What follows belongs to an exercise in optimizing a design on an open flow for small area and few clock cycles; a production flow would make more cautious choices. No functional check of the RTL was part of this run.

## flow/run.sh

```bash
#!/bin/bash
# synth_recipe.tcl (not shown) runs the flow's synth.tcl, then flattens the netlist and writes it again
# the make line also repeats each setting of config.mk as NAME=value (left out here)
make -C /OpenROAD-flow-scripts/flow DESIGN_CONFIG=/design/flow/config.mk WORK_HOME=/design/flow/orfs CLKGATE_MAP_FILE= SYNTH_SCRIPT=/design/flow/synth_recipe.tcl finish
```

## flow/config.mk

```make
export PLATFORM = sky130hd
export DESIGN_NAME = snpe
export DESIGN_NICKNAME = snpe
export VERILOG_FILES = /design/flow/design.v
export SDC_FILE = /design/flow/constraint.sdc
export NUM_CORES = 4
export LEC_CHECK = 0
export CAP_MARGIN = 20
export CORE_MARGIN = 2
export CORE_UTILIZATION = 40
export SLEW_MARGIN = 20
```

## flow/constraint.sdc

```tcl
create_clock -name core_clock -period 10.0 [get_ports {clk}]
set_input_delay 2.0000 -clock core_clock [delete_from_list [all_inputs] [get_ports {clk}]]
set_output_delay 2.0000 -clock core_clock [all_outputs]
set_load 0.01 [all_outputs]
```

## flow/design.v

```verilog
module snpe (
    input  wire        clk,
    input  wire        rst,
    input  wire        cmd_valid,
    output wire        cmd_ready,
    input  wire [7:0]  cmd_data,
    input  wire        cmd_last,
    output wire        rsp_valid,
    input  wire        rsp_ready,
    output wire [7:0]  rsp_data,
    output wire        rsp_last,
    input  wire [31:0] now,
    input  wire [15:0] rnd
);
    localparam N_SLOTS = 5;
    localparam [15:0] CK_INIT = 16'h1021;
    localparam [31:0] TTL = 32'd1000;
    localparam [7:0] MAX_PAYLOAD = 8'd29;
    localparam [7:0] OP_SYS_RESET = 8'h00;
    localparam [7:0] OP_CRC_INIT  = 8'h10;
    localparam [7:0] OP_CRC_BYTE  = 8'h11;
    localparam [7:0] OP_CRC_READ  = 8'h12;
    localparam [7:0] OP_CRC_GEN   = 8'h13;
    localparam [7:0] OP_CRC_CHK   = 8'h14;
    localparam [7:0] OP_CAM_REQ   = 8'h30;
    localparam [7:0] OP_CAM_CHK   = 8'h31;
    localparam [7:0] OP_CAM_RD    = 8'h32;
    localparam [7:0] OP_CAM_CNT   = 8'h33;
    localparam [7:0] S_OK      = 8'h00;
    localparam [7:0] S_E_OP    = 8'h01;
    localparam [7:0] S_E_FMT   = 8'h02;
    localparam [7:0] S_E_LEN   = 8'h03;
    localparam [7:0] S_E_CKSUM = 8'h07;
    localparam [7:0] S_E_FULL  = 8'h08;
    localparam [7:0] S_E_MISS  = 8'h09;
    localparam [7:0] S_E_IDX   = 8'h0D;
    localparam [1:0] ST_RECV = 2'd0;
    localparam [1:0] ST_EXEC = 2'd1;
    localparam [1:0] ST_RESP = 2'd2;
    function [15:0] ck_step(input [15:0] acc, input [7:0] b);
        ck_step = {acc[14:0], acc[15]} ^ {8'h00, b};
    endfunction
    reg [15:0] acc;
    reg        slot_valid [0:N_SLOTS-1];
    reg [15:0] slot_chal  [0:N_SLOTS-1];
    reg [15:0] slot_iss   [0:N_SLOTS-1];
    reg [31:0] slot_t     [0:N_SLOTS-1];
    reg [1:0]  state;
    reg [7:0]  op;
    reg [8:0]  cnt;        
    reg [7:0]  b1, b2, b3;
    reg [15:0] tacc;       
    reg [7:0]  rbuf [0:10];
    reg [3:0]  rlen;       
    reg [3:0]  ridx;
    wire cmd_fire = cmd_valid && cmd_ready;
    wire rsp_fire = rsp_valid && rsp_ready;
    assign cmd_ready = (state == ST_RECV);
    assign rsp_valid = (state == ST_RESP);
    assign rsp_data  = rbuf[ridx];
    assign rsp_last  = (ridx == rlen - 4'd1);
    wire [7:0] cur_op   = (cnt == 9'd0) ? cmd_data : op;
    wire [8:0] len_idx  = (cur_op == OP_CRC_CHK) ? 9'd3 : 9'd1;
    always @(posedge clk) begin
        if (rst) begin
            state <= ST_RECV;
            op    <= 8'h00;
            cnt   <= 9'd0;
            b1    <= 8'h00;
            b2    <= 8'h00;
            b3    <= 8'h00;
            tacc  <= CK_INIT;
            ridx  <= 4'd0;
        end else begin
            case (state)
                ST_RECV: if (cmd_fire) begin
                    if (cnt == 9'd0) op <= cmd_data;
                    if (cnt == 9'd1) b1 <= cmd_data;
                    if (cnt == 9'd2) b2 <= cmd_data;
                    if (cnt == 9'd3) b3 <= cmd_data;
                    if (cnt == len_idx)
                        tacc <= ck_step(CK_INIT, cmd_data);
                    else if (cnt > len_idx)
                        tacc <= ck_step(tacc, cmd_data);
                    if (cnt != 9'h1FF) cnt <= cnt + 9'd1;
                    if (cmd_last) state <= ST_EXEC;
                end
                ST_EXEC: begin
                    state <= ST_RESP;
                    ridx  <= 4'd0;
                end
                ST_RESP: if (rsp_fire) begin
                    if (rsp_last) begin
                        state <= ST_RECV;
                        cnt   <= 9'd0;
                    end else begin
                        ridx <= ridx + 4'd1;
                    end
                end
                default: state <= ST_RECV;
            endcase
        end
    end
    wire [8:0] rec_len = cnt;
    reg op_legal, fmt_ok;
    always @(*) begin
        op_legal = 1'b1;
        fmt_ok   = 1'b0;
        case (op)
            OP_SYS_RESET, OP_CRC_INIT, OP_CRC_READ, OP_CAM_CNT:
                fmt_ok = (rec_len == 9'd1);
            OP_CRC_BYTE, OP_CAM_RD:
                fmt_ok = (rec_len == 9'd2);
            OP_CAM_REQ, OP_CAM_CHK:
                fmt_ok = (rec_len == 9'd3);
            OP_CRC_GEN:
                fmt_ok = (rec_len >= 9'd2) && (rec_len == 9'd2 + {1'b0, b1});
            OP_CRC_CHK:
                fmt_ok = (rec_len >= 9'd4) && (rec_len == 9'd4 + {1'b0, b3});
            default:
                op_legal = 1'b0;
        endcase
    end
    wire [15:0] v16 = {b1, b2};
    reg [N_SLOTS-1:0] live;
    reg [N_SLOTS-1:0] chal_match;
    reg [N_SLOTS-1:0] iss_match;
    integer i;
    always @(*) begin
        for (i = 0; i < N_SLOTS; i = i + 1) begin
            live[i]       = slot_valid[i] && ((now - slot_t[i]) < TTL);
            chal_match[i] = live[i] && (slot_chal[i] == v16);
            iss_match[i]  = live[i] && (slot_iss[i] == v16);
        end
    end
    reg        chal_hit, iss_hit, have_free;
    reg [2:0]  chal_idx, iss_idx, free_idx;
    reg [2:0]  live_cnt;
    integer j;
    always @(*) begin
        chal_hit = 1'b0; chal_idx = 3'd0;
        iss_hit  = 1'b0; iss_idx  = 3'd0;
        have_free = 1'b0; free_idx = 3'd0;
        live_cnt = 3'd0;
        for (j = N_SLOTS - 1; j >= 0; j = j - 1) begin
            if (chal_match[j]) begin chal_hit = 1'b1; chal_idx = j[2:0]; end
            if (iss_match[j])  begin iss_hit  = 1'b1; iss_idx  = j[2:0]; end
            if (!live[j])      begin have_free = 1'b1; free_idx = j[2:0]; end
            live_cnt = live_cnt + {2'b00, live[j]};
        end
    end
    wire       rd_ok  = (b1 < N_SLOTS);
    wire [2:0] rd_idx = b1[2:0];
    integer k;
    always @(posedge clk) begin
        if (rst) begin
            acc  <= CK_INIT;
            rlen <= 4'd1;
            for (k = 0; k < N_SLOTS; k = k + 1) begin
                slot_valid[k] <= 1'b0;
                slot_chal[k]  <= 16'h0000;
                slot_iss[k]   <= 16'h0000;
                slot_t[k]     <= 32'h0000_0000;
            end
            for (k = 0; k < 11; k = k + 1) rbuf[k] <= 8'h00;
        end else if (state == ST_EXEC) begin
            for (k = 0; k < 11; k = k + 1) rbuf[k] <= 8'h00;
            rlen <= 4'd1;
            if (!op_legal) begin
                rbuf[0] <= S_E_OP;
            end else if (!fmt_ok) begin
                rbuf[0] <= S_E_FMT;
            end else begin
                rbuf[0] <= S_OK;
                case (op)
                    OP_SYS_RESET: begin
                        acc <= CK_INIT;
                        for (k = 0; k < N_SLOTS; k = k + 1) begin
                            slot_valid[k] <= 1'b0;
                            slot_chal[k]  <= 16'h0000;
                            slot_iss[k]   <= 16'h0000;
                            slot_t[k]     <= 32'h0000_0000;
                        end
                    end
                    OP_CRC_INIT: acc <= CK_INIT;
                    OP_CRC_BYTE: acc <= ck_step(acc, b1);
                    OP_CRC_READ: begin
                        rbuf[1] <= acc[15:8];
                        rbuf[2] <= acc[7:0];
                        rlen    <= 4'd3;
                    end
                    OP_CRC_GEN: begin
                        if (b1 > MAX_PAYLOAD) begin
                            rbuf[0] <= S_E_LEN;
                        end else begin
                            acc     <= tacc;
                            rbuf[1] <= tacc[15:8];
                            rbuf[2] <= tacc[7:0];
                            rlen    <= 4'd3;
                        end
                    end
                    OP_CRC_CHK: begin
                        if (b3 > MAX_PAYLOAD) begin
                            rbuf[0] <= S_E_LEN;
                        end else begin
                            acc     <= tacc;
                            rbuf[0] <= (tacc == {b1, b2}) ? S_OK : S_E_CKSUM;
                            rbuf[1] <= tacc[15:8];
                            rbuf[2] <= tacc[7:0];
                            rlen    <= 4'd3;
                        end
                    end
                    OP_CAM_REQ: begin
                        if (chal_hit) begin
                            rbuf[1] <= 8'h00;
                            rbuf[2] <= slot_iss[chal_idx][15:8];
                            rbuf[3] <= slot_iss[chal_idx][7:0];
                            rbuf[4] <= {5'd0, chal_idx};
                            rlen    <= 4'd5;
                        end else if (have_free) begin
                            slot_valid[free_idx] <= 1'b1;
                            slot_chal[free_idx]  <= v16;
                            slot_iss[free_idx]   <= rnd;
                            slot_t[free_idx]     <= now;
                            rbuf[1] <= 8'h01;
                            rbuf[2] <= rnd[15:8];
                            rbuf[3] <= rnd[7:0];
                            rbuf[4] <= {5'd0, free_idx};
                            rlen    <= 4'd5;
                        end else begin
                            rbuf[0] <= S_E_FULL;
                        end
                    end
                    OP_CAM_CHK: begin
                        if (iss_hit) begin
                            rbuf[1] <= {5'd0, iss_idx};
                            rlen    <= 4'd2;
                        end else begin
                            rbuf[0] <= S_E_MISS;
                        end
                    end
                    OP_CAM_RD: begin
                        if (rd_ok) begin
                            rbuf[1]  <= {7'd0, slot_valid[rd_idx]};
                            rbuf[2]  <= {7'd0, live[rd_idx]};
                            rbuf[3]  <= slot_chal[rd_idx][15:8];
                            rbuf[4]  <= slot_chal[rd_idx][7:0];
                            rbuf[5]  <= slot_iss[rd_idx][15:8];
                            rbuf[6]  <= slot_iss[rd_idx][7:0];
                            rbuf[7]  <= slot_t[rd_idx][31:24];
                            rbuf[8]  <= slot_t[rd_idx][23:16];
                            rbuf[9]  <= slot_t[rd_idx][15:8];
                            rbuf[10] <= slot_t[rd_idx][7:0];
                            rlen     <= 4'd11;
                        end else begin
                            rbuf[0] <= S_E_IDX;
                        end
                    end
                    OP_CAM_CNT: begin
                        rbuf[1] <= {5'd0, live_cnt};
                        rlen    <= 4'd2;
                    end
                    default: ;
                endcase
            end
        end
    end
endmodule
```

==> notes.md <==
[logic make-up (layout without fill, tap and decap cells)]
group / Yosys count / in the layout / synth area share (%)
xor+xnor: 297 / 297 / 6.00
compound gates: 974 / 974 / 14.8
simple gates: 1389 / 1389 / 16.7
flops: 690 / 690 / 43.7
buf+inv: 465 / 501 / 4.37
other cells: 1 / 195 / 0.00865
fa+ha+maj: 171 / 171 / 4.97
mux: 248 / 248 / 9.49
[layout make-up]
class	instances	area share [%]
clock buffers	100	4.40
repair buffers	146	2.70
flip-flops and latches	690	38.8
clock inverters	46	0.981
inverters	209	1.61
well taps	1403	3.59
diodes	3	0.0154
multi-input cells	3271	47.9
[worst min-delay path by stage]
stage	from	endpoint	depth (start not counted)
2_1_floorplan	slot_valid[6]	slot_valid[6]	1
3_3_place_gp	slot_valid[5]	slot_valid[5]	0
3_5_place_dp	slot_valid[7]	slot_valid[7]	0
4_1_cts	slot_valid[6]	slot_valid[6]	0
5_1_grt	slot_valid[7]	slot_valid[7]	0
6_report	slot_valid[6]	slot_valid[6]	0
[per-layer routing]
layer | wire, µm | up-vias
met3 | 13500 | 228
met5 | 44 | -
met2 | 65500 | 1596
met1 | 66600 | 17448
li1 | - | 15841
met4 | 4760 | 6
[Yosys cell counts, types with 24 or more instances]
cell,instances
edfxtp_1,512
nand2_1,337
and2_1,335
a21oi_1,265
nor2_1,226
inv_1,209
o21ai_0,201
xnor2_1,199
dfxtp_1,178
clkbuf_1,172
ha_1,169
mux4_2,130
mux2i_1,112
nand3_1,105
xor2_1,98
nand4_1,96
a21o_1,56
nor3_1,54
nor4_1,51
a22oi_1,43
buf_2,38
and3_1,37
o21a_1,34
or3_1,34
a211oi_1,31
a31oi_1,31
o211ai_1,29
nand2b_1,28
buf_1,27
o22ai_1,24
[metrics by stage]
stage | utilization [%] | setup slack, ns | hold WS (ns)
after floorplan | - | 0.0579 | 0.400
after global placement | 43.0 | 1.23 | 0.334
after detailed placement | 43.0 | 1.24 | 0.338
after CTS | 45.5 | 1.93 | 0.351
after global routing | 45.5 | 1.54 | 0.362
final | 45.5 | 1.82 | 0.352
[power breakdown]
| part | switching, mW | internal [mW] | total (mW) |
|---|---|---|---|
| logic | 0.778 | 0.449 | 1.23 |
| clock network | 1.27 | 1.70 | 2.97 |
| registers | 0.102 | 3.21 | 3.31 |
| total | 2.15 | 5.35 | 7.50 |
[registers in the layout, indices dropped and copies added, names as in the netlist, 8 cells and up, named ones only]
name,flops
b2,8
slot_t,256
slot_iss,128
cnt,9
rbuf,84
b1,8
tacc,16
b3,8
op,8
slot_chal,128
slot_valid,8
acc,16
==> reports/metrics.cfg <==
[run_status]
status = timing/DRC/antenna clean

[grt]
grt_use_total_pct = 26.6
use_met1_pct = 38.5
grt_pass1_vias = 33265
busiest_layer = met2
met2_usage_pct = 40.2
grt_overflow = 0
grt_first_pass_wirelength_mm = 222
grt_start_max_net_pins = 87
gr-usage-met3_pct = 4.83
antenna_found_initial = 6

[power_and_ir_drop]
p_leak_nw = 18.0
peakVddDrop_v = 0.000127
power.density_nw_per_um2 = 154
power_mw = 7.50

[floorplanning]
num_rows = 120
core_um2 = 107000
initial_core_util_pct = 40.4
fp.dieArea_um2 = 111000
io-pin-count = 72
die_w_um = 333
die_y_um = 333

[setup_path]
r2r_setup_slack_ns = 3.78
path_class = primary input to flip-flop
path_depth = 18
cp.required_ns = 10.31
path_common_cell = buf_4
crit_buf_inv = 4
endpoint = slot_t[3][13]
path_max_fanout = 48
critPathCaptureType = flip-flop
arrival_ns = 8.49
critical_path.max_stage_delay_ns = 0.89
cpLargestDelayFamily = compound AO/OA/AOI/OAI gates
cp-start-kind = primary input
crit_path_top_delay_cell = clkdlybuf4s50_1
reg2reg_to = slot_t[3][13]
reg2regPathDepth = 18
critPathLaunch = now[3]
worst_r2r_startpoint = slot_t[0][4]
path_cells = clkdlybuf4s50_1, ha_1, a21oi_1, o21ba_2, o21ai_0, a211oi_1, o21bai_1, a21o_1, xor2_1, nor3_1, and4_1, buf_4, a21oi_2, buf_4, nor3b_2, nand4_1, o21ai_4, buf_12

[placement]
placed_area_um2 = 46200
dpl.cell_count = 5719
hpwlAfterDp_mm = 109
place.gp.congestion = 0.962
numPortBuffers = 71

[synth]
syn_area_um2 = 43400
seq_area_frac_synth_pct = 43.7
ys_warn_count = 2
syn-instance-count = 4235
synth_flop_cell = edfxtp_1
synth-seq-cells = 690
yosys-top-cells-area = edfxtp_1 (35%), dfxtp_1 (8.2%), mux4_2 (6.7%)
synth_edf_count = 512
yosys.area.top_type = edfxtp_1
avgSynthCellArea_um2 = 10.2
ys_async_sr_fraction_pct = 0
synthDistinctLibCells = 101
synth_top_cell_area_share_pct = 35.4

[timing]
period_minus_slack_ns = 8.18
worst_slew_pin_slew_ns = 1.11
setup_tns_ns = 0
clock.fmax_ghz = 0.122
setup_viol = 0
final-hold-violation-count = 0
rsz0062_at_grt = no
post-route-period-util_pct = 81.8
slew_headroom_pct = 25.3
skew_ns = 0.0475
slew_viol_final = 0

[clocking]
clock_path_buffers = 3
cts_tree = done
cts.htree.levels = 3
cts_resized = 0
path_clk_slew_ns = 0.06
cts_setup_buffers = 0
numCtsBuffers = 80
clock-sinks = 690
cts_hold_buf = 0
cts-root-buf = clkbuf_16
clk_latency_ns = 0.68

[drt]
final_antenna_net_count = 0
vias_per_cell = 5.98
drt-initial-drc-count = 4491
wire_per_inst_um = 25.6
wirelength_mm = 150
route.detailed.drc = 0
drt_pass1_iterations = 6
dr_total_vias = 35119

[finish]
final_cell_mix = edfxtp_1 (512), nand2_1 (336), and2_1 (335)
area_delta_synth_final_pct = 12.6
nets = 4630
n_fill_cell = 10187
fin_area_um2 = 48800
fin_cells = 5868
ff_latch_area_um2 = 18900
multi_input_area_um2 = 23400
final_common_cell = edfxtp_1
drive_gt1_share_pct = 9.05

[job]
drv_cap = 0

[hold_path]
worstHoldPathType = flip-flop to flip-flop

port drivers added, routing unchanged:
How much do the figures lean on ideal ports? The routed layout below was timed once more, with nothing changed but the port constraints. Step 1 assumes that a clkbuf_16 drives the clock port and a buf_2 every other input. Step 2 times the ports against the registers' clock, not the clock port: input delays grow and output delays shrink by t, the midpoint of the rising clock arrivals with the driver on. Slacks: no drivers / after step 1 / after step 2; pairs: no drivers / after step 1.
t, ns: 0.729
setup slack, ns: 1.819 / 1.871 / 1.142
latest minus earliest clock arrival (ns): 0.048 / 0.048
worst data-port slew with drivers (ns): 0.09
After both steps setup and hold are still met in this run. The setup slack of this run moves by +0.052 ns with the drivers and by -0.677 ns with both steps.
